Background: an optimization exercise with open tools, aiming at small area, a short achievable clock period and few clock cycles per item. Do not read the settings as production practice.
Only simulation tests tie the RTL to the original design; equivalence was not proved.

==> flow/design.v (outline; a module is shown in full before it is edited, if it fits) <==
// module sstv_tone_alu: 2845 lines
module sstv_tone_alu (
    input  wire        clk,
    input  wire        rst,
    input  wire        in_valid,
    output wire        in_ready,
    input  wire [1:0]  in_op,
    input  wire [31:0] in_a,
    input  wire [37:0] in_b,
    output wire        out_valid,
    input  wire        out_ready,
    output wire [31:0] out_res,
    output wire [37:0] out_n
);
  // ...
==> flow/run.sh <==
#!/bin/bash
# synth_recipe.tcl (not shown) runs the flow's synth.tcl, then flattens the netlist and writes it again
# the make line also repeats each setting of config.mk as NAME=value (left out here)
make -C /OpenROAD-flow-scripts/flow DESIGN_CONFIG=/design/flow/config.mk WORK_HOME=/design/flow/orfs CLKGATE_MAP_FILE= SYNTH_SCRIPT=/design/flow/synth_recipe.tcl finish
==> flow/config.mk <==
export PLATFORM = sky130hd
export DESIGN_NAME = sstv_tone_alu
export DESIGN_NICKNAME = sstv_tone_alu
export VERILOG_FILES = /design/flow/design.v
export SDC_FILE = /design/flow/constraint.sdc
export NUM_CORES = 4
export LEC_CHECK = 0
export CAP_MARGIN = 20
export CORE_MARGIN = 2
export CORE_UTILIZATION = 40
export PLACE_DENSITY = 0.6
export SLEW_MARGIN = 20
==> flow/constraint.sdc <==
create_clock -name core_clock -period 18.0 [get_ports {clk}]
set_input_delay 3.6000 -clock core_clock [delete_from_list [all_inputs] [get_ports {clk}]]
set_output_delay 3.6000 -clock core_clock [all_outputs]
set_load 0.01 [all_outputs]
==> metrics.md, run 1 <==
| Metric | Value |
|---|---|
| Outcome | `complete, no violations` |
| Hold Buf Count CTS | `0` |
| Seq/Total Area, Yosys | `about 34%` |
| Largest family of logic cells by synthesized area | `adder cells` |
| First-pass GRT wire length | `~220000 um` |
| Post-CTS Resized | `0` |
| Met3 WL | `13500 um` |
| CP startpoint kind | `register` |
| CP Depth | `19` |
| Worst reg2reg endpoint | `b_q[31]` |
| Area of the multi-input gates | `around 26000 um2` |
| # Taps | `approximately 1400` |
| Setup Viol. Count Final | `0` |
| Critical path's slowest cell | `clkinv_1` |
| Seq area share | `between 30% and 40%` |
| Total CTS buffers | `58` |
| Yosys Warn Count | `1` |
| Multi-input combinational area share | `between 50% and 60%` |
| Gr usage total | `a little over a quarter` |
| Share of cells above drive strength 1 | `around 7%` |
| Worst Tran Pin Value | `1340 ps` |
| Fill count | `10100` |
| Max incr delay on CP | `between 1000 and 1500 ps` |
| H-tree depth | `2` |
| CP bufs+invs | `4` |
| N_diodes | `1` |
| Final period util | `approximately 36%` |
Testbench counts, summed over its fixed seeds: cycles 5,768, items 4,312.
==> inputs of run 2 (changes only) <==
--- a/flow/design.v
+++ b/flow/design.v
@@ -15,23 +15,23 @@
     reg        pix0;        
     reg        scale0;      
     reg        sel_y, sel_ry, sel_by;    
     reg [31:0] a_q;
     reg [37:0] b_q;
     reg [3:0]  cnt;
     reg        acc_on;      
     reg        rdy_q;       
+    reg [7:0]  bd;          
     reg        v1;
     reg        pix1;
     reg        scale1;
     reg        blend1;
     reg [39:0] ns1;
     reg [39:0] nc1;
-    reg        cin1;
     reg [37:0] h1;
     reg        v2;
     reg        pix2;
     reg [37:0] n2;
     reg [38:0] m2;
     reg        v3;
     reg        pix3;
     reg        clamp3;
@@ -54,20 +54,68 @@
     wire last_n = ld ? 1'b0 : it ? (scale0 ? (cnt == 4'd2) : (cnt == 4'd14)) : last;
     wire rdy_n  = ~vk_n & (~v0_n | pix0_n | last_n);
     assign in_ready  = rdy_q;
     assign out_valid = vo;
     assign out_res   = res_o;
     assign out_n     = n_o;
     wire in_pix = ~(in_op[0] ^ in_op[1]);
     wire pixs = pix0;
-    wire [7:0] bd = b_q[7:0] & {8{scale0}};
     wire [31:0] acc_a = ns1[39:8] & {32{acc_on}};
     wire [31:0] acc_b = nc1[39:8] & {32{acc_on}};
-    wire        acc_c = cin1 & acc_on;
+    wire        acc_c = lo_c & acc_on;
+    wire lap0 = ns1[0] ^ nc1[0];
+    wire lag0 = ns1[0] & nc1[0];
+    wire lap1 = ns1[1] ^ nc1[1];
+    wire lag1 = ns1[1] & nc1[1];
+    wire lap2 = ns1[2] ^ nc1[2];
+    wire lag2 = ns1[2] & nc1[2];
+    wire lap3 = ns1[3] ^ nc1[3];
+    wire lag3 = ns1[3] & nc1[3];
+    wire lap4 = ns1[4] ^ nc1[4];
+    wire lag4 = ns1[4] & nc1[4];
+    wire lap5 = ns1[5] ^ nc1[5];
+    wire lag5 = ns1[5] & nc1[5];
+    wire lap6 = ns1[6] ^ nc1[6];
+    wire lag6 = ns1[6] & nc1[6];
+    wire lap7 = ns1[7] ^ nc1[7];
+    wire lag7 = ns1[7] & nc1[7];
+    wire laG1 = lag1 | (lap1 & lag0);
+    wire laP1 = lap1 & lap0;
+    wire laG2 = lag3 | (lap3 & lag2);
+    wire laP2 = lap3 & lap2;
+    wire laG3 = lag5 | (lap5 & lag4);
+    wire laP3 = lap5 & lap4;
+    wire laG4 = lag7 | (lap7 & lag6);
+    wire laP4 = lap7 & lap6;
+    wire laG5 = lag2 | (lap2 & laG1);
+    wire laP5 = lap2 & laP1;
+    wire laG6 = laG2 | (laP2 & laG1);
+    wire laP6 = laP2 & laP1;
+    wire laG7 = lag6 | (lap6 & laG3);
+    wire laP7 = lap6 & laP3;
+    wire laG8 = laG4 | (laP4 & laG3);
+    wire laP8 = laP4 & laP3;
+    wire laG9 = lag4 | (lap4 & laG6);
+    wire laP9 = lap4 & laP6;
+    wire laG10 = laG3 | (laP3 & laG6);
+    wire laP10 = laP3 & laP6;
+    wire laG11 = laG7 | (laP7 & laG6);
+    wire laP11 = laP7 & laP6;
+    wire laG12 = laG8 | (laP8 & laG6);
+    wire laP12 = laP8 & laP6;
+    wire las1 = lap1 ^ lag0;
+    wire las2 = lap2 ^ laG1;
+    wire las3 = lap3 ^ laG5;
+    wire las4 = lap4 ^ laG6;
+    wire las5 = lap5 ^ laG9;
+    wire las6 = lap6 ^ laG10;
+    wire las7 = lap7 ^ laG11;
+    wire [7:0] lo = {las7, las6, las5, las4, las3, las2, las1, lap0};
+    wire       lo_c = laG12;
     wire tp1 = (a_q[0] & bd[0]);
     wire tp2 = acc_a[0];
     wire tp3 = acc_b[0];
     wire tp4 = acc_c;
     wire tp5 = ((sel_ry | sel_by) & ~a_q[16]) | (sel_y & a_q[8]) | (a_q[1] & bd[0]);
     wire tp6 = ((sel_ry | sel_by) & ~a_q[0]) | (a_q[0] & bd[1]);
     wire tp7 = acc_a[1];
     wire tp8 = acc_b[1];
@@ -957,65 +1005,16 @@
     wire at561 = at410 ^ at485 ^ at484;
     wire at562 = (at410 & at485) | (at484 & (at410 ^ at485));
     wire at563 = at412 ^ at487 ^ at486;
     wire at564 = (at412 & at487) | (at486 & (at412 ^ at487));
     wire at565 = tp331 ^ at488;
     wire at566 = tp331 & at488;
     wire [39:0] ta = {at566, at565, at563, at561, at559, at557, at555, at553, at551, at549, at547, at545, at543, at541, at539, at537, at535, at533, at531, at529, at527, at525, at523, at521, at519, at517, at515, at513, at511, at509, at507, at505, at503, at501, at499, at497, at495, at493, at491, at413};
     wire [39:0] tb = {1'b0, at564, at562, at560, at558, at556, at554, at552, at550, at548, at546, at544, at542, at540, at538, at536, at534, at532, at530, at528, at526, at524, at522, at520, at518, at516, at514, at512, at510, at508, at506, at504, at502, at500, at498, at496, at494, at492, at490, at489};
-    wire lap0 = ta[0] ^ tb[0];
-    wire lag0 = ta[0] & tb[0];
-    wire lap1 = ta[1] ^ tb[1];
-    wire lag1 = ta[1] & tb[1];
-    wire lap2 = ta[2] ^ tb[2];
-    wire lag2 = ta[2] & tb[2];
-    wire lap3 = ta[3] ^ tb[3];
-    wire lag3 = ta[3] & tb[3];
-    wire lap4 = ta[4] ^ tb[4];
-    wire lag4 = ta[4] & tb[4];
-    wire lap5 = ta[5] ^ tb[5];
-    wire lag5 = ta[5] & tb[5];
-    wire lap6 = ta[6] ^ tb[6];
-    wire lag6 = ta[6] & tb[6];
-    wire lap7 = ta[7] ^ tb[7];
-    wire lag7 = ta[7] & tb[7];
-    wire laG1 = lag1 | (lap1 & lag0);
-    wire laP1 = lap1 & lap0;
-    wire laG2 = lag3 | (lap3 & lag2);
-    wire laP2 = lap3 & lap2;
-    wire laG3 = lag5 | (lap5 & lag4);
-    wire laP3 = lap5 & lap4;
-    wire laG4 = lag7 | (lap7 & lag6);
-    wire laP4 = lap7 & lap6;
-    wire laG5 = lag2 | (lap2 & laG1);
-    wire laP5 = lap2 & laP1;
-    wire laG6 = laG2 | (laP2 & laG1);
-    wire laP6 = laP2 & laP1;
-    wire laG7 = lag6 | (lap6 & laG3);
-    wire laP7 = lap6 & laP3;
-    wire laG8 = laG4 | (laP4 & laG3);
-    wire laP8 = laP4 & laP3;
-    wire laG9 = lag4 | (lap4 & laG6);
-    wire laP9 = lap4 & laP6;
-    wire laG10 = laG3 | (laP3 & laG6);
-    wire laP10 = laP3 & laP6;
-    wire laG11 = laG7 | (laP7 & laG6);
-    wire laP11 = laP7 & laP6;
-    wire laG12 = laG8 | (laP8 & laG6);
-    wire laP12 = laP8 & laP6;
-    wire las1 = lap1 ^ lag0;
-    wire las2 = lap2 ^ laG1;
-    wire las3 = lap3 ^ laG5;
-    wire las4 = lap4 ^ laG6;
-    wire las5 = lap5 ^ laG9;
-    wire las6 = lap6 ^ laG10;
-    wire las7 = lap7 ^ laG11;
-    wire [7:0] lo = {las7, las6, las5, las4, las3, las2, las1, lap0};
-    wire       lo_c = laG12;
     wire [15:0] dw = b_q[15:0];
     wire [15:0] r0 = b_q[31:16];       
     wire [31:0] q0 = a_q;
     wire [16:0] t0 = {r0, q0[31]};
     wire [16:0] d0 = t0 - {1'b0, dw};
     wire        g0 = t0[16] | ~d0[16];
     wire [15:0] r1 = g0 ? d0[15:0] : t0[15:0];
     wire [31:0] q1 = {q0[30:0], g0};
@@ -1321,97 +1320,270 @@
     wire nas33 = nap33 ^ naG88;
     wire nas34 = nap34 ^ naG89;
     wire nas35 = nap35 ^ naG90;
     wire nas36 = nap36 ^ naG91;
     wire nas37 = nap37 ^ naG92;
     wire [37:0] n_full = {nas37, nas36, nas35, nas34, nas33, nas32, nas31, nas30, nas29, nas28, nas27, nas26, nas25, nas24, nas23, nas22, nas21, nas20, nas19, nas18, nas17, nas16, nas15, nas14, nas13, nas12, nas11, nas10, nas9, nas8, nas7, nas6, nas5, nas4, nas3, nas2, nas1, nap0};
     wire [38:0] bx = ns1[38:0] ^ nc1[38:0] ^ {1'b0, h1};
     wire [38:0] by = (ns1[38:0] & nc1[38:0]) | ({1'b0, h1} & (ns1[38:0] ^ nc1[38:0]));
-    wire [38:0] mop_a = scale1 ? {7'd0, ns1[39:8]} : blend1 ? bx : {ns1[37:0], 1'b0};
-    wire [38:0] mop_b = scale1 ? {7'd0, nc1[39:8]} : blend1 ? {by[37:0], 1'b0} : {nc1[37:0], 1'b0};
-    wire        mcin  = scale1 & cin1;
-    wire map0 = mop_a[0] ^ mop_b[0];
-    wire mag0 = (mop_a[0] & mop_b[0]) | (map0 & mcin);
-    wire map1 = mop_a[1] ^ mop_b[1];
-    wire mag1 = mop_a[1] & mop_b[1];
-    wire map2 = mop_a[2] ^ mop_b[2];
-    wire mag2 = mop_a[2] & mop_b[2];
-    wire map3 = mop_a[3] ^ mop_b[3];
-    wire mag3 = mop_a[3] & mop_b[3];
-    wire map4 = mop_a[4] ^ mop_b[4];
-    wire mag4 = mop_a[4] & mop_b[4];
-    wire map5 = mop_a[5] ^ mop_b[5];
-    wire mag5 = mop_a[5] & mop_b[5];
-    wire map6 = mop_a[6] ^ mop_b[6];
-    wire mag6 = mop_a[6] & mop_b[6];
-    wire map7 = mop_a[7] ^ mop_b[7];
-    wire mag7 = mop_a[7] & mop_b[7];
-    wire map8 = mop_a[8] ^ mop_b[8];
-    wire mag8 = mop_a[8] & mop_b[8];
-    wire map9 = mop_a[9] ^ mop_b[9];
-    wire mag9 = mop_a[9] & mop_b[9];
-    wire map10 = mop_a[10] ^ mop_b[10];
-    wire mag10 = mop_a[10] & mop_b[10];
-    wire map11 = mop_a[11] ^ mop_b[11];
-    wire mag11 = mop_a[11] & mop_b[11];
-    wire map12 = mop_a[12] ^ mop_b[12];
-    wire mag12 = mop_a[12] & mop_b[12];
-    wire map13 = mop_a[13] ^ mop_b[13];
-    wire mag13 = mop_a[13] & mop_b[13];
-    wire map14 = mop_a[14] ^ mop_b[14];
-    wire mag14 = mop_a[14] & mop_b[14];
-    wire map15 = mop_a[15] ^ mop_b[15];
-    wire mag15 = mop_a[15] & mop_b[15];
-    wire map16 = mop_a[16] ^ mop_b[16];
-    wire mag16 = mop_a[16] & mop_b[16];
-    wire map17 = mop_a[17] ^ mop_b[17];
-    wire mag17 = mop_a[17] & mop_b[17];
-    wire map18 = mop_a[18] ^ mop_b[18];
-    wire mag18 = mop_a[18] & mop_b[18];
-    wire map19 = mop_a[19] ^ mop_b[19];
-    wire mag19 = mop_a[19] & mop_b[19];
-    wire map20 = mop_a[20] ^ mop_b[20];
-    wire mag20 = mop_a[20] & mop_b[20];
-    wire map21 = mop_a[21] ^ mop_b[21];
-    wire mag21 = mop_a[21] & mop_b[21];
-    wire map22 = mop_a[22] ^ mop_b[22];
-    wire mag22 = mop_a[22] & mop_b[22];
-    wire map23 = mop_a[23] ^ mop_b[23];
-    wire mag23 = mop_a[23] & mop_b[23];
-    wire map24 = mop_a[24] ^ mop_b[24];
-    wire mag24 = mop_a[24] & mop_b[24];
-    wire map25 = mop_a[25] ^ mop_b[25];
-    wire mag25 = mop_a[25] & mop_b[25];
-    wire map26 = mop_a[26] ^ mop_b[26];
-    wire mag26 = mop_a[26] & mop_b[26];
-    wire map27 = mop_a[27] ^ mop_b[27];
-    wire mag27 = mop_a[27] & mop_b[27];
-    wire map28 = mop_a[28] ^ mop_b[28];
-    wire mag28 = mop_a[28] & mop_b[28];
-    wire map29 = mop_a[29] ^ mop_b[29];
-    wire mag29 = mop_a[29] & mop_b[29];
-    wire map30 = mop_a[30] ^ mop_b[30];
-    wire mag30 = mop_a[30] & mop_b[30];
-    wire map31 = mop_a[31] ^ mop_b[31];
-    wire mag31 = mop_a[31] & mop_b[31];
-    wire map32 = mop_a[32] ^ mop_b[32];
-    wire mag32 = mop_a[32] & mop_b[32];
-    wire map33 = mop_a[33] ^ mop_b[33];
-    wire mag33 = mop_a[33] & mop_b[33];
-    wire map34 = mop_a[34] ^ mop_b[34];
-    wire mag34 = mop_a[34] & mop_b[34];
-    wire map35 = mop_a[35] ^ mop_b[35];
-    wire mag35 = mop_a[35] & mop_b[35];
-    wire map36 = mop_a[36] ^ mop_b[36];
-    wire mag36 = mop_a[36] & mop_b[36];
-    wire map37 = mop_a[37] ^ mop_b[37];
-    wire mag37 = mop_a[37] & mop_b[37];
-    wire map38 = mop_a[38] ^ mop_b[38];
-    wire mag38 = mop_a[38] & mop_b[38];
+    wire sap0 = ns1[0] ^ nc1[0];
+    wire sag0 = ns1[0] & nc1[0];
+    wire sap1 = ns1[1] ^ nc1[1];
+    wire sag1 = ns1[1] & nc1[1];
+    wire sap2 = ns1[2] ^ nc1[2];
+    wire sag2 = ns1[2] & nc1[2];
+    wire sap3 = ns1[3] ^ nc1[3];
+    wire sag3 = ns1[3] & nc1[3];
+    wire sap4 = ns1[4] ^ nc1[4];
+    wire sag4 = ns1[4] & nc1[4];
+    wire sap5 = ns1[5] ^ nc1[5];
+    wire sag5 = ns1[5] & nc1[5];
+    wire sap6 = ns1[6] ^ nc1[6];
+    wire sag6 = ns1[6] & nc1[6];
+    wire sap7 = ns1[7] ^ nc1[7];
+    wire sag7 = ns1[7] & nc1[7];
+    wire sap8 = ns1[8] ^ nc1[8];
+    wire sag8 = ns1[8] & nc1[8];
+    wire sap9 = ns1[9] ^ nc1[9];
+    wire sag9 = ns1[9] & nc1[9];
+    wire sap10 = ns1[10] ^ nc1[10];
+    wire sag10 = ns1[10] & nc1[10];
+    wire sap11 = ns1[11] ^ nc1[11];
+    wire sag11 = ns1[11] & nc1[11];
+    wire sap12 = ns1[12] ^ nc1[12];
+    wire sag12 = ns1[12] & nc1[12];
+    wire sap13 = ns1[13] ^ nc1[13];
+    wire sag13 = ns1[13] & nc1[13];
+    wire sap14 = ns1[14] ^ nc1[14];
+    wire sag14 = ns1[14] & nc1[14];
+    wire sap15 = ns1[15] ^ nc1[15];
+    wire sag15 = ns1[15] & nc1[15];
+    wire sap16 = ns1[16] ^ nc1[16];
+    wire sag16 = ns1[16] & nc1[16];
+    wire sap17 = ns1[17] ^ nc1[17];
+    wire sag17 = ns1[17] & nc1[17];
+    wire sap18 = ns1[18] ^ nc1[18];
+    wire sag18 = ns1[18] & nc1[18];
+    wire sap19 = ns1[19] ^ nc1[19];
+    wire sag19 = ns1[19] & nc1[19];
+    wire sap20 = ns1[20] ^ nc1[20];
+    wire sag20 = ns1[20] & nc1[20];
+    wire sap21 = ns1[21] ^ nc1[21];
+    wire sag21 = ns1[21] & nc1[21];
+    wire sap22 = ns1[22] ^ nc1[22];
+    wire sag22 = ns1[22] & nc1[22];
+    wire sap23 = ns1[23] ^ nc1[23];
+    wire sag23 = ns1[23] & nc1[23];
+    wire saG1 = sag1 | (sap1 & sag0);
+    wire saP1 = sap1 & sap0;
+    wire saG2 = sag3 | (sap3 & sag2);
+    wire saP2 = sap3 & sap2;
+    wire saG3 = sag5 | (sap5 & sag4);
+    wire saP3 = sap5 & sap4;
+    wire saG4 = sag7 | (sap7 & sag6);
+    wire saP4 = sap7 & sap6;
+    wire saG5 = sag9 | (sap9 & sag8);
+    wire saP5 = sap9 & sap8;
+    wire saG6 = sag11 | (sap11 & sag10);
+    wire saP6 = sap11 & sap10;
+    wire saG7 = sag13 | (sap13 & sag12);
+    wire saP7 = sap13 & sap12;
+    wire saG8 = sag15 | (sap15 & sag14);
+    wire saP8 = sap15 & sap14;
+    wire saG9 = sag17 | (sap17 & sag16);
+    wire saP9 = sap17 & sap16;
+    wire saG10 = sag19 | (sap19 & sag18);
+    wire saP10 = sap19 & sap18;
+    wire saG11 = sag21 | (sap21 & sag20);
+    wire saP11 = sap21 & sap20;
+    wire saG12 = sag23 | (sap23 & sag22);
+    wire saP12 = sap23 & sap22;
+    wire saG13 = sag2 | (sap2 & saG1);
+    wire saP13 = sap2 & saP1;
+    wire saG14 = saG2 | (saP2 & saG1);
+    wire saP14 = saP2 & saP1;
+    wire saG15 = sag6 | (sap6 & saG3);
+    wire saP15 = sap6 & saP3;
+    wire saG16 = saG4 | (saP4 & saG3);
+    wire saP16 = saP4 & saP3;
+    wire saG17 = sag10 | (sap10 & saG5);
+    wire saP17 = sap10 & saP5;
+    wire saG18 = saG6 | (saP6 & saG5);
+    wire saP18 = saP6 & saP5;
+    wire saG19 = sag14 | (sap14 & saG7);
+    wire saP19 = sap14 & saP7;
+    wire saG20 = saG8 | (saP8 & saG7);
+    wire saP20 = saP8 & saP7;
+    wire saG21 = sag18 | (sap18 & saG9);
+    wire saP21 = sap18 & saP9;
+    wire saG22 = saG10 | (saP10 & saG9);
+    wire saP22 = saP10 & saP9;
+    wire saG23 = sag22 | (sap22 & saG11);
+    wire saP23 = sap22 & saP11;
+    wire saG24 = saG12 | (saP12 & saG11);
+    wire saP24 = saP12 & saP11;
+    wire saG25 = sag4 | (sap4 & saG14);
+    wire saP25 = sap4 & saP14;
+    wire saG26 = saG3 | (saP3 & saG14);
+    wire saP26 = saP3 & saP14;
+    wire saG27 = saG15 | (saP15 & saG14);
+    wire saP27 = saP15 & saP14;
+    wire saG28 = saG16 | (saP16 & saG14);
+    wire saP28 = saP16 & saP14;
+    wire saG29 = sag12 | (sap12 & saG18);
+    wire saP29 = sap12 & saP18;
+    wire saG30 = saG7 | (saP7 & saG18);
+    wire saP30 = saP7 & saP18;
+    wire saG31 = saG19 | (saP19 & saG18);
+    wire saP31 = saP19 & saP18;
+    wire saG32 = saG20 | (saP20 & saG18);
+    wire saP32 = saP20 & saP18;
+    wire saG33 = sag20 | (sap20 & saG22);
+    wire saP33 = sap20 & saP22;
+    wire saG34 = saG11 | (saP11 & saG22);
+    wire saP34 = saP11 & saP22;
+    wire saG35 = saG23 | (saP23 & saG22);
+    wire saP35 = saP23 & saP22;
+    wire saG36 = saG24 | (saP24 & saG22);
+    wire saP36 = saP24 & saP22;
+    wire saG37 = sag8 | (sap8 & saG28);
+    wire saP37 = sap8 & saP28;
+    wire saG38 = saG5 | (saP5 & saG28);
+    wire saP38 = saP5 & saP28;
+    wire saG39 = saG17 | (saP17 & saG28);
+    wire saP39 = saP17 & saP28;
+    wire saG40 = saG18 | (saP18 & saG28);
+    wire saP40 = saP18 & saP28;
+    wire saG41 = saG29 | (saP29 & saG28);
+    wire saP41 = saP29 & saP28;
+    wire saG42 = saG30 | (saP30 & saG28);
+    wire saP42 = saP30 & saP28;
+    wire saG43 = saG31 | (saP31 & saG28);
+    wire saP43 = saP31 & saP28;
+    wire saG44 = saG32 | (saP32 & saG28);
+    wire saP44 = saP32 & saP28;
+    wire saG45 = sag16 | (sap16 & saG44);
+    wire saP45 = sap16 & saP44;
+    wire saG46 = saG9 | (saP9 & saG44);
+    wire saP46 = saP9 & saP44;
+    wire saG47 = saG21 | (saP21 & saG44);
+    wire saP47 = saP21 & saP44;
+    wire saG48 = saG22 | (saP22 & saG44);
+    wire saP48 = saP22 & saP44;
+    wire saG49 = saG33 | (saP33 & saG44);
+    wire saP49 = saP33 & saP44;
+    wire saG50 = saG34 | (saP34 & saG44);
+    wire saP50 = saP34 & saP44;
+    wire saG51 = saG35 | (saP35 & saG44);
+    wire saP51 = saP35 & saP44;
+    wire saG52 = saG36 | (saP36 & saG44);
+    wire saP52 = saP36 & saP44;
+    wire sas1 = sap1 ^ sag0;
+    wire sas2 = sap2 ^ saG1;
+    wire sas3 = sap3 ^ saG13;
+    wire sas4 = sap4 ^ saG14;
+    wire sas5 = sap5 ^ saG25;
+    wire sas6 = sap6 ^ saG26;
+    wire sas7 = sap7 ^ saG27;
+    wire sas8 = sap8 ^ saG28;
+    wire sas9 = sap9 ^ saG37;
+    wire sas10 = sap10 ^ saG38;
+    wire sas11 = sap11 ^ saG39;
+    wire sas12 = sap12 ^ saG40;
+    wire sas13 = sap13 ^ saG41;
+    wire sas14 = sap14 ^ saG42;
+    wire sas15 = sap15 ^ saG43;
+    wire sas16 = sap16 ^ saG44;
+    wire sas17 = sap17 ^ saG45;
+    wire sas18 = sap18 ^ saG46;
+    wire sas19 = sap19 ^ saG47;
+    wire sas20 = sap20 ^ saG48;
+    wire sas21 = sap21 ^ saG49;
+    wire sas22 = sap22 ^ saG50;
+    wire sas23 = sap23 ^ saG51;
+    wire [23:0] ssum = {sas23, sas22, sas21, sas20, sas19, sas18, sas17, sas16, sas15, sas14, sas13, sas12, sas11, sas10, sas9, sas8, sas7, sas6, sas5, sas4, sas3, sas2, sas1, sap0};
+    wire map0 = bx[0] ^ 1'b0;
+    wire mag0 = bx[0] & 1'b0;
+    wire map1 = bx[1] ^ by[0];
+    wire mag1 = bx[1] & by[0];
+    wire map2 = bx[2] ^ by[1];
+    wire mag2 = bx[2] & by[1];
+    wire map3 = bx[3] ^ by[2];
+    wire mag3 = bx[3] & by[2];
+    wire map4 = bx[4] ^ by[3];
+    wire mag4 = bx[4] & by[3];
+    wire map5 = bx[5] ^ by[4];
+    wire mag5 = bx[5] & by[4];
+    wire map6 = bx[6] ^ by[5];
+    wire mag6 = bx[6] & by[5];
+    wire map7 = bx[7] ^ by[6];
+    wire mag7 = bx[7] & by[6];
+    wire map8 = bx[8] ^ by[7];
+    wire mag8 = bx[8] & by[7];
+    wire map9 = bx[9] ^ by[8];
+    wire mag9 = bx[9] & by[8];
+    wire map10 = bx[10] ^ by[9];
+    wire mag10 = bx[10] & by[9];
+    wire map11 = bx[11] ^ by[10];
+    wire mag11 = bx[11] & by[10];
+    wire map12 = bx[12] ^ by[11];
+    wire mag12 = bx[12] & by[11];
+    wire map13 = bx[13] ^ by[12];
+    wire mag13 = bx[13] & by[12];
+    wire map14 = bx[14] ^ by[13];
+    wire mag14 = bx[14] & by[13];
+    wire map15 = bx[15] ^ by[14];
+    wire mag15 = bx[15] & by[14];
+    wire map16 = bx[16] ^ by[15];
+    wire mag16 = bx[16] & by[15];
+    wire map17 = bx[17] ^ by[16];
+    wire mag17 = bx[17] & by[16];
+    wire map18 = bx[18] ^ by[17];
+    wire mag18 = bx[18] & by[17];
+    wire map19 = bx[19] ^ by[18];
+    wire mag19 = bx[19] & by[18];
+    wire map20 = bx[20] ^ by[19];
+    wire mag20 = bx[20] & by[19];
+    wire map21 = bx[21] ^ by[20];
+    wire mag21 = bx[21] & by[20];
+    wire map22 = bx[22] ^ by[21];
+    wire mag22 = bx[22] & by[21];
+    wire map23 = bx[23] ^ by[22];
+    wire mag23 = bx[23] & by[22];
+    wire map24 = bx[24] ^ by[23];
+    wire mag24 = bx[24] & by[23];
+    wire map25 = bx[25] ^ by[24];
+    wire mag25 = bx[25] & by[24];
+    wire map26 = bx[26] ^ by[25];
+    wire mag26 = bx[26] & by[25];
+    wire map27 = bx[27] ^ by[26];
+    wire mag27 = bx[27] & by[26];
+    wire map28 = bx[28] ^ by[27];
+    wire mag28 = bx[28] & by[27];
+    wire map29 = bx[29] ^ by[28];
+    wire mag29 = bx[29] & by[28];
+    wire map30 = bx[30] ^ by[29];
+    wire mag30 = bx[30] & by[29];
+    wire map31 = bx[31] ^ by[30];
+    wire mag31 = bx[31] & by[30];
+    wire map32 = bx[32] ^ by[31];
+    wire mag32 = bx[32] & by[31];
+    wire map33 = bx[33] ^ by[32];
+    wire mag33 = bx[33] & by[32];
+    wire map34 = bx[34] ^ by[33];
+    wire mag34 = bx[34] & by[33];
+    wire map35 = bx[35] ^ by[34];
+    wire mag35 = bx[35] & by[34];
+    wire map36 = bx[36] ^ by[35];
+    wire mag36 = bx[36] & by[35];
+    wire map37 = bx[37] ^ by[36];
+    wire mag37 = bx[37] & by[36];
+    wire map38 = bx[38] ^ by[37];
+    wire mag38 = bx[38] & by[37];
     wire maG1 = mag1 | (map1 & mag0);
     wire maP1 = map1 & map0;
     wire maG2 = mag3 | (map3 & mag2);
     wire maP2 = map3 & map2;
     wire maG3 = mag5 | (map5 & mag4);
     wire maP3 = map5 & map4;
     wire maG4 = mag7 | (map7 & mag6);
     wire maP4 = map7 & map6;
@@ -1594,17 +1766,16 @@
     wire maG93 = maG37 | (maP37 & maG89);
     wire maP93 = maP37 & maP89;
     wire maG94 = maG55 | (maP55 & maG89);
     wire maP94 = maP55 & maP89;
     wire maG95 = maG56 | (maP56 & maG89);
     wire maP95 = maP56 & maP89;
     wire maG96 = maG57 | (maP57 & maG89);
     wire maP96 = maP57 & maP89;
-    wire mas0 = map0 ^ mcin;
     wire mas1 = map1 ^ mag0;
     wire mas2 = map2 ^ maG1;
     wire mas3 = map3 ^ maG20;
     wire mas4 = map4 ^ maG21;
     wire mas5 = map5 ^ maG39;
     wire mas6 = map6 ^ maG40;
     wire mas7 = map7 ^ maG41;
     wire mas8 = map8 ^ maG42;
@@ -1633,18 +1804,19 @@
     wire mas31 = map31 ^ maG88;
     wire mas32 = map32 ^ maG89;
     wire mas33 = map33 ^ maG90;
     wire mas34 = map34 ^ maG91;
     wire mas35 = map35 ^ maG92;
     wire mas36 = map36 ^ maG93;
     wire mas37 = map37 ^ maG94;
     wire mas38 = map38 ^ maG95;
-    wire [38:0] msum = {mas38, mas37, mas36, mas35, mas34, mas33, mas32, mas31, mas30, mas29, mas28, mas27, mas26, mas25, mas24, mas23, mas22, mas21, mas20, mas19, mas18, mas17, mas16, mas15, mas14, mas13, mas12, mas11, mas10, mas9, mas8, mas7, mas6, mas5, mas4, mas3, mas2, mas1, mas0};
-    wire [37:0] n_b  = pix1 ? n_full : scale1 ? {6'd0, msum[15:0], h1[15:0]} : h1;
+    wire [38:0] msum = {mas38, mas37, mas36, mas35, mas34, mas33, mas32, mas31, mas30, mas29, mas28, mas27, mas26, mas25, mas24, mas23, mas22, mas21, mas20, mas19, mas18, mas17, mas16, mas15, mas14, mas13, mas12, mas11, mas10, mas9, mas8, mas7, mas6, mas5, mas4, mas3, mas2, mas1, map0};
+    wire [38:0] m_b  = blend1 ? msum : {n_full, 1'b0};
+    wire [37:0] n_b  = pix1 ? n_full : scale1 ? {6'd0, ssum, h1[7:0]} : h1;
     wire clamp = m2 >= 39'd510000000000;
     wire ct1 = ~m2[31] ^ ~m2[29];
     wire ct2 = ~m2[31] & ~m2[29];
     wire ct3 = ~m2[32] ^ ~m2[30] ^ m2[28];
     wire ct4 = (~m2[32] & ~m2[30]) | (m2[28] & (~m2[32] ^ ~m2[30]));
     wire ct5 = ~m2[33] ^ ~m2[31] ^ m2[29];
     wire ct6 = (~m2[33] & ~m2[31]) | (m2[29] & (~m2[33] ^ ~m2[31]));
     wire ct7 = ~m2[34] ^ ~m2[32] ^ m2[30];
@@ -2800,38 +2972,39 @@
         if (adv) begin
             acc_on <= ~rdy_q & scale0;
             if (rdy_q) begin
                 pix0   <= in_pix;
                 scale0 <= in_op == 2'd1;
                 sel_ry <= in_pix & ~in_a[25] &  in_a[24];
                 sel_by <= in_pix &  in_a[25] & ~in_a[24];
                 sel_y  <= in_pix & ~(in_a[25] ^ in_a[24]);
+                bd     <= in_b[7:0] & {8{in_op == 2'd1}};
                 a_q    <= in_a;
                 b_q    <= {in_b[37:32], in_b[31:16] & {16{in_op != 2'd2}}, in_b[15:0]};
                 cnt    <= 4'd0;
             end else begin
                 cnt <= cnt + 4'd1;
+                bd <= b_q[15:8] & {8{scale0}};
                 if (scale0) begin
                     b_q[31:0] <= {lo, b_q[31:8]};
                 end else begin
                     a_q <= q2;
                     b_q[31:16] <= r2;
                 end
             end
             pix1   <= pix0;
             scale1 <= scale0;
             blend1 <= a_q[26];
             ns1    <= ta;
             nc1    <= tb;
-            cin1   <= lo_c;
-            h1     <= pix0 ? b_q : scale0 ? {22'd0, lo, b_q[31:24]} : {6'd0, q2};
+            h1     <= pix0 ? b_q : scale0 ? {30'd0, lo} : {6'd0, q2};
             pix2 <= pix1;
             n2   <= n_b;
-            m2   <= msum;
+            m2   <= m_b;
             pix3   <= pix2;
             clamp3 <= clamp;
             n3     <= n2;
             q3     <= q0p;
             ml3    <= m2[14:0];
         end
         if (~vo | out_ready) begin
             res_o <= vk ? res_k : res_in;
==> flow/config.mk (replaced) <==
export PLATFORM = sky130hd
export DESIGN_NAME = sstv_tone_alu
export DESIGN_NICKNAME = sstv_tone_alu
export VERILOG_FILES = /design/flow/design.v
export SDC_FILE = /design/flow/constraint.sdc
export NUM_CORES = 4
export LEC_CHECK = 0
export CAP_MARGIN = 20
export CORE_MARGIN = 2
export CORE_UTILIZATION = 60
export PLACE_DENSITY = 0.75
export SLEW_MARGIN = 20
==> run 2 against run 1 <==
- utilization rose by 22 points
- fmax decreased by 2.4%
- synthesized area decreased by 3.3%
- non-clock buffer count is 4 lower
- critical path depth is 4 higher
- sequential share of layout area is 1.9 points higher
- wire length is 6.6% lower
- die area is 35% lower
==> metrics.md, run 2 <==
| Metric | Value |
|---|---|
| CP Capture Type | `register (unchanged)` |
| Post-CTS Resized | `0 (unchanged)` |
| Worst Tran Pin Value | `1300 ps (was 1340 ps)` |
| FF+latch count, synth | `516 (was 509)` |
| Max incr delay on CP | `560 ps (was 1150 ps)` |
| Initial Utilization | `60.6% (was 40.3%)` |
| Hold Buf Count CTS | `0 (unchanged)` |
| Clock buffer depth | `3 (unchanged)` |
| Max FO, Critical Path | `31 (was 59)` |
| Worst Setup SP | `a_q[31] (was sel_ry)` |
| Placeable core area | `68700 um2 (was 107000 um2)` |
| Clock transition at path regs | `60 ps (about the same)` |
| CP arrival | `6980 ps (was 6870 ps)` |
| HPWL after detailed placement | `107000 um (was 115000 um)` |
| Synth Net Count | `4554 (was 4776)` |
| Seq/Total Area, Yosys | `35.4% (was 33.7%)` |
| Remaining Overflow, GRT | `0 (unchanged)` |
| RSZ-0062 raised after global routing | `false (unchanged)` |
| Syn Std Cell Area | `41600 um2 (was 43100 um2)` |
| Post-CTS Setup Inserts | `0 (unchanged)` |
| First-pass GRT wire length | `206000 um (was 222000 um)` |
| CTS sink count | `516 (was 509)` |
| Maxcap violations | `0 (unchanged)` |
| Synth Instances | `3737 (was 3948)` |
| Clk root buf | `clkbuf_16 (unchanged)` |
| Post-route DRC | `0 (unchanged)` |
| Outcome | `complete, no violations (unchanged)` |
| Vias per Instance | `6.31 (was 5.72)` |
| Endpoints failing hold | `0 (unchanged)` |
| Fill count | `5401 (was 10100)` |
| DR pass1 iterations | `7 (unchanged)` |
| Worst Skew | `29.5 ps (was 38.1 ps)` |
| Min-delay src | `n2[34] (was n2[36])` |
| Wire per inst | `29.3 um (was 27.5 um)` |
| Setup Viol. Count Final | `0 (unchanged)` |
| Final Wtd Congestion | `1.06 (was 1.02)` |
| Post-synth top area share | `31.7% (was 30.1%)` |
| CP startpoint kind | `register (unchanged)` |
| Most common cell after layout, fill and taps aside | `inv_1 (unchanged)` |
| Number of global-route vias before repair | `31000 (was 32400)` |
| Post-layout nets | `4640 (was 4849)` |
| Critical path's slowest cell | `edfxtp_1 (was clkinv_1)` |
| Antenna violations before repair | `3 (was 6)` |
| Die width | `267 um (was 332 um)` |
| Register bank with the most flops | `ns1 (unchanged)` |
| Most frequent cells in the layout | `577 x inv_1, 502 x fa_1, 439 x edfxtp_1, 254 x nand2_1, 239 x ha_1 (was 593 x inv_1, 507 x fa_1, 432 x edfxtp_1, 269 x nand2_1, 245 x ha_1)` |
| Top-Level Pins | `148 (unchanged)` |
| DRT antenna net count | `0 (unchanged)` |
| Kind of path behind the tightest hold check | `reg -> reg (unchanged)` |
| TNS Setup | `0 ps (unchanged)` |
| Most frequent cells after synthesis | `578 x inv_1, 502 x fa_1, 439 x edfxtp_1 (was 594 x inv_1, 507 x fa_1, 432 x edfxtp_1)` |
| Crit-path leading delay family | `compound AO/OA/AOI/OAI gates (was buffers and inverters)` |
| Synth unique cells | `77 (was 81)` |
| Total CTS buffers | `54 (was 58)` |
| Syn Area/Cell | `11.1 um2 (was 10.9 um2)` |
| Yosys Warn Count | `1 (unchanged)` |
| Die footprint | `71500 um2 (was 110000 um2)` |
| Area Overhead vs Synth | `10.3% (was 11.7%)` |
| Top flop regs | `ns1 x40, m2 x39, nc1 x39 (unchanged)` |
| Worst-Skew Late Latency | `640 ps (was 670 ps)` |
| Final Critical Period | `6620 ps (was 6470 ps)` |
| Ys async rst share | `0% (unchanged)` |
| WL final | `140000 um (was 150000 um)` |
| Critical Path RT | `18350 ps (was 18400 ps)` |
| Most frequent cell after synthesis | `inv_1 (unchanged)` |
| Max-slew violation count | `0 (unchanged)` |
| Leading area contributor after synthesis | `edfxtp_1 (unchanged)` |
| Critical R2R Launch | `a_q[31] (was sel_ry)` |
| CP bufs+invs | `4 (unchanged)` |
| Rel. slew slack | `12.8% (was 8.67%)` |
| H-tree depth | `2 (unchanged)` |
| CTS tree | `yes (unchanged)` |
| Main flop type after synthesis | `edfxtp_1 (unchanged)` |
| Utilization after layout | `66.9% (was 45.0%)` |
| WS Path Type | `reg -> reg (unchanged)` |
| Number of flops mapped to enable cells by yosys | `439 (was 432)` |
| Share of cells above drive strength 1 | `7.24% (was 6.88%)` |
| F_max | `151 MHz (was 155 MHz)` |
| Critical Path, Cell by Cell | `inv_1, ha_1, inv_1, fa_1, a21o_1, a21oi_1, nor2b_1, o31ai_1, a21oi_1, o21ai_2, buf_4, o21ai_0, ha_1, o21a_1, o21a_1, o211ai_1, a21oi_1, o21ai_0, a31o_2, o211a_2, inv_1, o311ai_0, o21ai_1 (was buf_4, clkinv_1, nor2_1, a211oi_1, nand2_1, fa_1, fa_1, inv_1, fa_1, inv_1, ha_1, a21o_1, a21o_1, a21oi_1, nor2b_1, nor2_1, xnor2_1, a22oi_1, o21ai_1)` |
| Largest net degree at the start of global routing | `152 (was 151)` |
| Max reg flops | `40 (unchanged)` |
| Num rows | `96 (was 120)` |
| Port Buffer Count | `147 (unchanged)` |
| Initial drt markers | `3956 (was 3419)` |
| Ranking of synthesized cells by area | `edfxtp_1 32%, fa_1 24%, ha_1 7.2% (was edfxtp_1 30%, fa_1 24%, ha_1 7.1%)` |
| Final period util | `36.8% (was 35.9%)` |
| Die Ht | `267 um (was 332 um)` |
| Vias | `30300 (was 31300)` |
| Gr usage total | `40.2% (was 27.3%)` |
-- run 2: cell types whose count changed after synthesis, sizes merged, moves of 13 or more --
cell / delta
a21oi: +23
a21o: -13
a22oi: +18
nor2: -31
nand2: -15
buf: -15
nor2b: +13
o21ai: -32
inv: -16
mux2i: -85
-- run 2: layout make-up --
cell class                 instances  area, um2  share of cell area [%]
multi-input combinational       2458      24100                    52.5
inverter                         581       2190                    4.76
antenna                            2       5.00                  0.0109
clock inverter                    37        350                   0.763
tap                              931       1160                    2.54
timing repair buffer             212       1980                    4.30
sequential                       516      14700                    32.1
clock buffer                      65       1420                    3.10
-- run 2: cells by family (layout without fill, tap and decap cells) --
| kind of cell | after synthesis | count (layout) | share of synthesized area [%] |
|---|---|---|---|
| buffers and inverters | 763 | 895 | 6.89 |
| AOI/OAI and AO/OA | 781 | 781 | 12.8 |
| other | 0 | 2 | 0 |
| and+or+nand+nor | 672 | 672 | 7.40 |
| DFF | 516 | 516 | 35.4 |
| muxes | 128 | 128 | 3.37 |
| adders and majority gates | 741 | 741 | 31.3 |
| xor gates and xnor gates | 136 | 136 | 2.86 |
-- run 2: stage by stage --
step           cells  hold WS, ps  setup WS, ps  area [um2]
3_5_place_dp    4697          405         11420       44100
5_1_grt         4800          423         11060       45900
2_1_floorplan   3737          400          7500       41600
6_report        4802          407         11380       45900
3_3_place_gp    4697          401         11470       44100
4_1_cts         4799          417         11390       45900
-- run 2: layer usage --
metal	vias up	global-route usage [%]	wire [um]	part of all wire (%)
li1	13000	-	-	-
met1	14900	51.2	52300	37
met2	1912	63.2	63500	45
met3	544	9.21	14200	10
met4	4	24.2	10500	7.5
met5	-	0	25	0.018
-- run 2: final timing paths --
kind	slack, ps	cells after the start	end
setup / recovery	11380	23	b_q[25]
hold / removal	410	0	n3[34]
setup reg to reg	11380	23	b_q[25]
hold reg to reg	410	0	n3[34]
Testbench counts of run 2, summed over its fixed seeds: cycles 5,768, items 4,312.
==> inputs of run 3 (changes only) <==
==> flow/flow/run.sh (new file) <==
#!/bin/bash
# Standard layout, with one netlist clean-up between synthesis and floorplan:
# flow/fapol.py picks the polarity of each full-adder cell so that fewer
# inverters sit between full adders (a full adder is self-dual).  Registers
# and every other cell are left as the standard synthesis made them.
set -euo pipefail
R=orfs/results/${FLOW_PLATFORM}/sstv_tone_alu/base
bash standard.sh synth > synth.log 2>&1
cp "$R/1_2_yosys.v" "$R/1_2_yosys.std.v"
python3 flow/fapol.py "$R/1_2_yosys.std.v" "$R/1_2_yosys.v" > fapol.log 2>&1
rm -f "$R/1_synth.odb" "$R/1_synth.sdc"
bash standard.sh > layout.log 2>&1
==> flow/flow/fapol.py (new file) <==
#!/usr/bin/env python3
"""Remove inverters between full adders of a flat sky130hd Yosys netlist.

A full adder is self-dual: FA(~a, ~b, ~c) = (~sum, ~cout).  This script
chooses, for every full-adder cell, whether it computes its signals in true
or complemented form, so that as few inverters as possible are needed, and
rewrites the netlist.  Registers, ports and every other cell are untouched;
the function at every register input and output port is unchanged.

usage: fapol.py IN.v OUT.v
"""
import re
import sys
import collections

src = open(sys.argv[1]).read()

cell_re = re.compile(r'^(\s*)(sky130_fd_sc_hd__\w+)\s+(\S+)\s*\((.*?)\);\n', re.S | re.M)
pin_re = re.compile(r'\.(\w+)\(([^()]*)\)')
OUTP = {'X', 'Y', 'SUM', 'COUT', 'Q', 'Q_N', 'HI', 'LO'}

cells = []
for m in cell_re.finditer(src):
    typ, name, body = m.group(2), m.group(3), m.group(4)
    pins = [(p, n.strip()) for p, n in pin_re.findall(body)]
    cells.append({'type': typ, 'name': name, 'pins': pins, 'span': m.span()})

# module ports
hdr = re.search(r'module\s+\w+\s*\((.*?)\);', src, re.S)
outputs = set()
for m in re.finditer(r'^\s*output\s+(\[\d+:\d+\]\s*)?(\S+)\s*;', src, re.M):
    rng, nm = m.group(1), m.group(2)
    if rng:
        hi, lo = map(int, re.findall(r'\d+', rng))
        for i in range(lo, hi + 1):
            outputs.add(f'{nm}[{i}]')
    else:
        outputs.add(nm)


def esc(n):
    return n + ' ' if n.startswith('\\') else n


def is_inv(c):
    return re.match(r'sky130_fd_sc_hd__(inv|clkinv)_\d+$', c['type']) is not None


def is_fa(c):
    return re.match(r'sky130_fd_sc_hd__fa_\d+$', c['type']) is not None


driver = {}
loads = collections.defaultdict(list)   # net -> [(cell index, pin)]
for ci, c in enumerate(cells):
    for p, n in c['pins']:
        if p in OUTP:
            driver[n] = (ci, p)
        else:
            loads[n].append((ci, p))


def norm(n):
    # "\b_q[23] " style names keep their form; outputs listed as out_res[3]
    return n


# signal classes: follow inverter chains back to a root net
root = {}
par = {}


def find(n):
    if n in root:
        return root[n], par[n]
    d = driver.get(n)
    if d is not None and is_inv(cells[d[0]]):
        a = dict(cells[d[0]]['pins'])['A']
        r, p = find(a)
        root[n], par[n] = r, p ^ 1
    else:
        root[n], par[n] = n, 0
    return root[n], par[n]


allnets = set(driver) | set(loads)
for n in allnets:
    find(n)

# consumers of each class: (kind, cell index or net, pin, required parity w.r.t. root)
cons = collections.defaultdict(list)
for n in allnets:
    r, p = root[n], par[n]
    for ci, pin in loads[n]:
        if is_inv(cells[ci]):
            continue
        cons[r].append((ci, pin, p))
    if n in outputs or ('\\' + n) in outputs or n.replace('\\', '').strip() in outputs:
        cons[r].append((None, n, p))

fa_idx = [ci for ci, c in enumerate(cells) if is_fa(c)]
x = {ci: 0 for ci in fa_idx}
drv_fa = {}
for r in cons:
    d = driver.get(r)
    if d is not None and is_fa(cells[d[0]]):
        drv_fa[r] = d[0]


def need(r):
    f = drv_fa.get(r)
    base = x[f] if f is not None else 0
    for ci, pin, p in cons[r]:
        q = p ^ base ^ (x[ci] if ci is not None and ci in x else 0)
        if q:
            return 1
    return 0


# classes touched by flipping each FA
touch = collections.defaultdict(set)
for r in cons:
    if r in drv_fa:
        touch[drv_fa[r]].add(r)
    for ci, pin, p in cons[r]:
        if ci is not None and ci in x:
            touch[ci].add(r)

before = sum(need(r) for r in cons)
improved = True
rounds = 0
while improved and rounds < 50:
    improved = False
    rounds += 1
    for f in fa_idx:
        cs = touch[f]
        old = sum(need(r) for r in cs)
        x[f] ^= 1
        new = sum(need(r) for r in cs)
        if new < old:
            improved = True
        else:
            x[f] ^= 1
after = sum(need(r) for r in cons)
print(f'inverted classes: {before} -> {after} ({rounds} rounds)', file=sys.stderr)

# ----------------------------------------------------------------------
# rebuild: every class r has a true net (its root name) and, if needed,
# a complement net driven by one inverter.
# ----------------------------------------------------------------------
newcells = []      # (type, name, pins)
compl_name = {}
inv_names = [cells[ci]['name'] for ci, c in enumerate(cells) if is_inv(c)]
inv_types = {}
extra = 0
new_wires = []


def cname(r):
    global extra
    if r not in compl_name:
        extra += 1
        nm = f'_fapol_{extra}_'
        compl_name[r] = nm
        new_wires.append(nm)
    return compl_name[r]


# net that carries (root value ^ q) as seen physically: for a flipped driver
# the driver pin produces root ^ 1
def phys(r, q):
    """name of a net carrying value(root) ^ q"""
    f = drv_fa.get(r)
    flipped = x[f] if f is not None else 0
    # the driver output net carries root ^ flipped.  keep root name on the
    # driver output; if flipped, the name r carries ~value.
    if q == flipped:
        return r
    return cname(r)


pin_map = {}   # (ci, pin) -> new net
for r in cons:
    for ci, pin, p in cons[r]:
        if ci is None:
            continue
        q = p ^ (x[ci] if ci in x else 0)
        pin_map[(ci, pin)] = phys(r, q)

# output ports: they must carry their original value; port net name n
# equals some class member; if the physical net differs, drive the port
# through a buffer-free rename is impossible, so insert an inverter or keep.
port_fix = []
for r in cons:
    for ci, pin, p in cons[r]:
        if ci is None:
            n = pin
            want = phys(r, p)
            if want != n:
                port_fix.append((n, want))

# inverters needed: for each class with a complement net, one inverter
# from the driver net to the complement net
inv_needed = []
for r, nm in compl_name.items():
    inv_needed.append((r, nm))

# now emit: drop all old inverters, re-pin other cells
out = []
last = 0
n_inv = 0
for ci, c in enumerate(cells):
    s, e = c['span']
    out.append(src[last:s])
    last = e
    if is_inv(c):
        continue
    pins = []
    for p, n in c['pins']:
        if p in OUTP:
            pins.append((p, n))
        else:
            pins.append((p, pin_map.get((ci, p), n)))
    ind = re.match(r'\s*', src[s:e]).group(0)
    body = ',\n'.join(f'    .{p}({esc(n)})' for p, n in pins)
    out.append(f'{ind}{c["type"]} {c["name"]} (\n{body}\n  );\n')
tail = src[last:]
# complement nets and their inverters
decl = ''.join(f'  wire {w};\n' for w in new_wires)
invs = ''
k = 0
for r, nm in inv_needed:
    k += 1
    invs += f'  sky130_fd_sc_hd__inv_1 _fapol_inv_{k}_ (\n    .A({esc(r)}),\n    .Y({esc(nm)})\n  );\n'
# ports driven by a complement: the port net name must stay; an output port
# that now would need the other polarity gets an inverter from the class net
for n, want in port_fix:
    raise SystemExit(f'port {n} needs rewiring: not handled')
body = ''.join(out)
m = re.search(r'\n(\s*)wire ', body)
body = body[:m.start() + 1] + decl + body[m.start() + 1:]
body = body + ''
tail = tail.replace('endmodule', invs + 'endmodule', 1)
open(sys.argv[2], 'w').write(body + tail)
print(f'inverters: {len(inv_names)} -> {k}', file=sys.stderr)
==> flow/standard.sh (new file) <==
#!/bin/bash
# synth_recipe.tcl (not shown) runs the flow's synth.tcl, then flattens the netlist and writes it again
# the make line also repeats each setting of config.mk as NAME=value (left out here)
make -C /OpenROAD-flow-scripts/flow DESIGN_CONFIG=/design/flow/config.mk WORK_HOME=/design/flow/orfs CLKGATE_MAP_FILE= SYNTH_SCRIPT=/design/flow/synth_recipe.tcl "${@:-finish}"
removed: flow/run.sh
==> run 3 against run 2 <==
- count of clock-buffer cells in the layout increased by 6
- register-to-register slack better by 130 ps
- die area fell by 2.4%
- sequential cell count stayed put
- hold slack improved by 2.0 ps
- fmax up 2.0%
- setup slack gained 130 ps
- utilization up 0.18 points
- synthesized cell count is 7.3% lower
- largest cell class unchanged
==> metrics.md, run 3 <==
| Metric | Value |
|---|---|
| Most common cell after layout, fill and taps aside | `fa_1 (was inv_1)` |
| RSZ-0062 raised after global routing | `false (unchanged)` |
| Gr busiest metal | `met2 (unchanged)` |
| Post-layout nets | `4363 (was 4640)` |
| First-pass GRT wire length | `224000 um (was 206000 um)` |
| Outcome | `complete, no violations (unchanged)` |
| Num rows | `95 (was 96)` |
| CTS tree | `yes (unchanged)` |
| Critical Path RT | `18400 ps (was 18350 ps)` |
| Max-slew violation count | `0 (unchanged)` |
| CTS sink count | `516 (unchanged)` |
| Final hold slack | `409 ps (was 407 ps)` |
| Worst-case reg-to-reg path depth | `17 (was 23)` |
| Hold Buf Count CTS | `0 (unchanged)` |
| H-tree depth | `2 (unchanged)` |
| Register bank with the most flops | `ns1 (unchanged)` |
| Vias per Instance | `7.03 (was 6.31)` |
| Endpoints failing hold | `0 (unchanged)` |
| Worst Tran Pin Value | `1310 ps (was 1300 ps)` |
| Wire per inst | `34.8 um (was 29.3 um)` |
| M1 GR Usage | `54.2% (was 51.2%)` |
| Max FO, Critical Path | `8 (was 31)` |
| Top-Level Pins | `148 (unchanged)` |
| Antenna violations before repair | `10 (was 3)` |
| Number of global-route vias before repair | `32400 (was 31000)` |
| CP Capture Type | `register (unchanged)` |
| Final period util | `36.1% (was 36.8%)` |
| Initial drt markers | `4696 (was 3956)` |
| Vias | `31400 (was 30300)` |
| Placed cell count | `4362 (was 4697)` |
| CP startpoint kind | `register (unchanged)` |
| Share of cells above drive strength 1 | `7.74% (was 7.24%)` |
| Utilization after layout | `67.0% (was 66.9%)` |
| Syn Std Cell Area | `40600 um2 (was 41600 um2)` |
| Synth Net Count | `4282 (was 4554)` |
| Kind of path behind the tightest hold check | `reg -> reg (unchanged)` |
| Area of the multi-input gates | `24100 um2 (about the same)` |
| Die footprint | `69800 um2 (was 71500 um2)` |
| DR pass1 iterations | `9 (was 7)` |
| Crit path capture | `q3[27] (was b_q[25])` |
| Post-CTS Setup Inserts | `0 (unchanged)` |
| Area Overhead vs Synth | `10.8% (was 10.3%)` |
| Reg-to-reg slack, setup | `11500 ps (was 11380 ps)` |
| Worst Skew | `30.7 ps (was 29.5 ps)` |
| TNS Setup | `0 ps (unchanged)` |
| Fill count | `4695 (was 5401)` |
| Largest net degree at the start of global routing | `169 (was 152)` |
| Die Ht | `264 um (was 267 um)` |
| Initial Utilization | `60.5% (was 60.6%)` |
| Die width | `264 um (was 267 um)` |
| Clock transition at path regs | `70 ps (was 60 ps)` |
| Port Buffer Count | `147 (unchanged)` |
| Final Wtd Congestion | `1.09 (was 1.06)` |
| GR Layer Usage met2 | `67.9% (was 63.2%)` |
| Total CTS buffers | `55 (was 54)` |
| Placeable core area | `67200 um2 (was 68700 um2)` |
| Worst reg2reg endpoint | `q3[27] (was b_q[25])` |
| Setup Viol. Count Final | `0 (unchanged)` |
| Post-CTS Resized | `0 (unchanged)` |
| Reg area | `14700 um2 (unchanged)` |
| Final Critical Period | `6500 ps (was 6620 ps)` |
| HPWL after detailed placement | `115000 um (was 107000 um)` |
| WS Path Type | `reg -> reg (unchanged)` |
| Final Non-Filler Cells | `4469 (was 4802)` |
| Maxcap violations | `0 (unchanged)` |
| Top flop regs | `ns1 x40, m2 x39, nc1 x39 (unchanged)` |
| Max reg flops | `40 (unchanged)` |
| Worst Setup SP | `m2[38] (was a_q[31])` |
| Synth Instances | `3465 (was 3737)` |
| Clock buffer depth | `3 (unchanged)` |
| M3 GR Usage | `13.3% (was 9.21%)` |
| Clk root buf | `clkbuf_16 (unchanged)` |
| Remaining Overflow, GRT | `0 (unchanged)` |
| WL final | `156000 um (was 140000 um)` |
| Critical R2R Launch | `m2[38] (was a_q[31])` |
| Worst-Skew Late Latency | `660 ps (was 640 ps)` |
| Yosys Warn Count | `1 (unchanged)` |
| Syn Area/Cell | `11.7 um2 (was 11.1 um2)` |
| F_max | `154 MHz (was 151 MHz)` |
| Gr usage total | `44.9% (was 40.2%)` |
| Most frequent cells in the layout | `502 x fa_1, 439 x edfxtp_1, 307 x inv_1, 254 x nand2_1, 239 x ha_1 (was 577 x inv_1, 502 x fa_1, 439 x edfxtp_1, 254 x nand2_1, 239 x ha_1)` |
| Post-route DRC | `0 (unchanged)` |
| DRT antenna net count | `0 (unchanged)` |
| CP arrival | `6900 ps (was 6980 ps)` |
| Rel. slew slack | `12.5% (was 12.8%)` |
[run 3: layer usage]
metal  routed length, um  up-vias  part of all wire, %
li1                    -    12400                    -
met1               52300    15500                   34
met2               68100     2678                   44
met3               19500      817                   13
met4               15700       14                   10
met5                 117        -                0.075
[run 3: final cells by class]
| class | instances | area share [%] |
|---|---|---|
| flip-flops and latches | 516 | 32.7 |
| diodes | 3 | 0.0167 |
| multi-input cells | 2458 | 53.5 |
| clock buffers | 71 | 3.37 |
| inverters | 309 | 2.59 |
| well taps | 873 | 2.43 |
| repair buffers | 206 | 4.28 |
| clock inverters | 33 | 1.05 |
[run 3: worst min-delay path by stage]
stage	depth (start not counted)	end	startpoint
after detailed placement	0	ml3[5]	m2[5]
after global placement	0	n3[25]	n2[25]
after floorplan	0	ml3[0]	m2[0]
after CTS	0	pix3	pix2
after global routing	0	pix3	pix2
final	0	pix3	pix2
[run 3: worst max-delay path: stages, from the launching register on]
cell,delay [ps]
edfxtp_1,560
inv_1,330
fa_1,500
fa_1,550
fa_1,460
fa_1,580
fa_1,430
ha_1,250
or3_1,440
o22ai_1,190
a211o_1,180
o31a_1,260
o31ai_1,170
and4_1,270
o211a_1,290
a31o_1,250
or3_1,380
and2_1,180
[run 3: through the flow]
step           setup WS [ps]  cell area, um2
2_1_floorplan           7500           40600
3_3_place_gp           11690           43000
3_5_place_dp           11560           43000
4_1_cts                11540           45000
5_1_grt                11200           45000
6_report               11500           45000
==> inputs of run 4 (changes only) <==
--- a/flow/config.mk
+++ b/flow/config.mk
@@ -10,2 +10,3 @@
 export CORE_UTILIZATION = 60
+export CTS_BUF_LIST = sky130_fd_sc_hd__clkbuf_4 sky130_fd_sc_hd__clkbuf_8
 export PLACE_DENSITY = 0.75
==> run 4 against run 3 <==
- cell area shrank 0.18%
- critical path depth grew 7
- largest cell class unchanged
- sequential share of layout area grew 0.058 points
==> metrics.md, run 4 <==
| Metric | Value |
|---|---|
| WL final | `154000 um (was 156000 um)` |
| WS Path Type | `reg -> reg (unchanged)` |
| Max reg flops | `40 (unchanged)` |
| F_max | `151 MHz (was 154 MHz)` |
| Top flop regs | `ns1 x40, m2 x39, nc1 x39 (unchanged)` |
| Number of global-route vias before repair | `32600 (was 32400)` |
| Clk root buf | `clkbuf_8 (was clkbuf_16)` |
| Rel. slew slack | `15.8% (was 12.5%)` |
| Worst Tran Pin Value | `1260 ps (was 1310 ps)` |
| Clock transition at path regs | `70 ps (about the same)` |
| Initial Utilization | `60.5% (unchanged)` |
| Max FO, Critical Path | `32 (was 8)` |
| Wire per inst | `33.9 um (was 34.8 um)` |
| Synth Net Count | `4282 (unchanged)` |
| Outcome | `complete, no violations (unchanged)` |
| Num rows | `95 (unchanged)` |
| Clock buffer depth | `3 (unchanged)` |
| Placeable core area | `67200 um2 (unchanged)` |
| Remaining Overflow, GRT | `0 (unchanged)` |
| Critical Path, Cell by Cell | `inv_1, ha_1, inv_1, fa_1, a21o_1, a21oi_1, nor2b_1, o31ai_1, a21oi_1, o21ai_2, buf_4, mux2_2, ha_1, nor2b_1, o21a_1, o21a_1, o211ai_1, a21oi_1, o21ai_0, a31o_2, o211a_2, inv_1, o311ai_0, o21ai_1 (was inv_1, fa_1, fa_1, fa_1, fa_1, fa_1, ha_1, or3_1, o22ai_1, a211o_1, o31a_1, o31ai_1, and4_1, o211a_1, a31o_1, or3_1, and2_1)` |
| Kind of path behind the tightest hold check | `reg -> reg (unchanged)` |
| Post-CTS Resized | `0 (unchanged)` |
| CP Capture Type | `register (unchanged)` |
| Syn Std Cell Area | `40600 um2 (unchanged)` |
| Final non-filler cell area | `44900 um2 (was 45000 um2)` |
| Worst Skew | `71.2 ps (was 30.7 ps)` |
| Port Buffer Count | `147 (unchanged)` |
| Die Ht | `264 um (unchanged)` |
| Post-route DRC | `0 (unchanged)` |
| Syn Area/Cell | `11.7 um2 (unchanged)` |
| Antenna violations before repair | `12 (was 10)` |
| Worst-case reg-to-reg path depth | `24 (was 17)` |
| Endpoints failing hold | `0 (unchanged)` |
| CTS sink count | `516 (unchanged)` |
| DRT antenna net count | `0 (unchanged)` |
| Initial drt markers | `4209 (was 4696)` |
| Post-CTS Setup Inserts | `0 (unchanged)` |
| Worst-Skew Late Latency | `760 ps (was 660 ps)` |
| HPWL after detailed placement | `115000 um (about the same)` |
| Register bank with the most flops | `ns1 (unchanged)` |
| Critical path's slowest cell | `edfxtp_1 (was fa_1)` |
| DR pass1 iterations | `8 (was 9)` |
| TNS Setup | `0 ps (unchanged)` |
| Critical Path RT | `18440 ps (was 18400 ps)` |
| CTS tree | `yes (unchanged)` |
| Yosys Warn Count | `1 (unchanged)` |
| Top-Level Pins | `148 (unchanged)` |
| CP startpoint kind | `register (unchanged)` |
| CP arrival | `7050 ps (was 6900 ps)` |
| Hold Crit Depth | `0 (unchanged)` |
| Final Critical Period | `6620 ps (was 6500 ps)` |
| Die footprint | `69800 um2 (unchanged)` |
| Die width | `264 um (unchanged)` |
| Area Overhead vs Synth | `10.6% (was 10.8%)` |
| Final hold slack | `386 ps (was 409 ps)` |
| Share of cells above drive strength 1 | `9.34% (was 7.74%)` |
| Reg-to-reg slack, setup | `11380 ps (was 11500 ps)` |
| Most frequent cells in the layout | `502 x fa_1, 439 x edfxtp_1, 306 x inv_1, 254 x nand2_1, 239 x ha_1 (was 502 x fa_1, 439 x edfxtp_1, 307 x inv_1, 254 x nand2_1, 239 x ha_1)` |
| Setup Viol. Count Final | `0 (unchanged)` |
| Placed Instance Area | `43000 um2 (about the same)` |
| Synth Instances | `3465 (unchanged)` |
| First-pass GRT wire length | `222000 um (was 224000 um)` |
| Hold Buf Count CTS | `0 (unchanged)` |
| Max-slew violation count | `0 (unchanged)` |
| Post-layout nets | `4400 (was 4363)` |
| Vias | `31300 (was 31400)` |
| Most common cell after layout, fill and taps aside | `fa_1 (unchanged)` |
| Total CTS buffers | `86 (was 55)` |
| Maxcap violations | `0 (unchanged)` |
| Final period util | `36.8% (was 36.1%)` |
| H-tree depth | `3 (was 2)` |
| Final Wtd Congestion | `1.06 (was 1.09)` |
| Largest net degree at the start of global routing | `87 (was 169)` |
| Max incr delay on CP | `550 ps (was 580 ps)` |
| Vias per Instance | `6.91 (was 7.03)` |
| Gr usage total | `44.4% (was 44.9%)` |
| RSZ-0062 raised after global routing | `false (unchanged)` |
[run 4: final cells by class]
cell class,instances,area [um2]
fill,4641,22200
clock buffer,122,1520
tap,873,1090
antenna,10,25.0
sequential,516,14700
inverter,309,1170
multi-input combinational,2458,24100
timing repair buffer,212,2010
clock inverter,33,292
[run 4: worst paths after layout]
check / start / endpoint
worst max-delay path: a_q[31] / b_q[25]
worst min-delay path: n2[15] / n3[15]
worst max register to register: a_q[31] / b_q[25]
worst min register to register: n2[15] / n3[15]
[run 4: through the flow]
stage / worst slack [ps] / util (%) / instances
floorplan: 7500 / - / 3465
global placement: 11600 / 64.1 / 4365
detailed placement: 11490 / 64.1 / 4365
global route: 10810 / 66.9 / 4524
CTS: 11440 / 66.8 / 4520
finish: 11380 / 66.9 / 4533
[run 4: layer usage]
| layer | up-vias | wire length, um | share of wire (%) | track usage [%] |
|---|---|---|---|---|
| li1 | 12600 | - | - | - |
| met1 | 15600 | 53100 | 35 | 54.0 |
| met2 | 2447 | 69200 | 45 | 68.8 |
| met3 | 752 | 18400 | 12 | 13.6 |
| met4 | 10 | 12800 | 8.4 | 29.4 |
| met5 | - | 71 | 0.046 | 0 |
[run 4: worst max-delay path, delay by kind of cell, from the launching register on]
family                   cells  cell delay (ps)
adder cells (fa/ha/maj)      3              880
AND/OR/NAND/NOR              2              260
flip-flops                   1              550
multiplexers                 1              390
AO/OA/AOI/OAI               14             3470
buffers and inverters        4              770

-- separate check: timing with driven ports --
Ports are ideal in the flow. The routed layouts listed here were re-timed in OpenROAD. Step 1 sets driving cells, clkbuf_16 on the clock port and buf_2 on the other inputs (assumed; they add their load-dependent delay and slew). Step 2 adds t to the input delays and takes it off the output delays; t is the mean of the earliest and latest rising clock arrival at the registers after step 1. Input paths then give back, and output paths get back, about the clock's delay inside the block. Three values: ideal ports, drivers, drivers and shift; two values: the first two.
| run | t, ns | setup slack, ns | worst setup path after step 2 | worst slew at a driven data input, ns |
|---|---|---|---|---|
| run 1 | 0.724 | 11.533 / 11.533 / 11.533 | register to register | 0.06 |
| run 2 | 0.693 | 11.377 / 11.377 / 11.377 | register to register | 0.06 |
| run 3 | 0.714 | 11.504 / 11.504 / 11.504 | register to register | 0.07 |
| run 4 | 0.795 | 11.384 / 11.384 / 11.384 | register to register | 0.05 |
After both steps setup and hold are still met in every run listed.
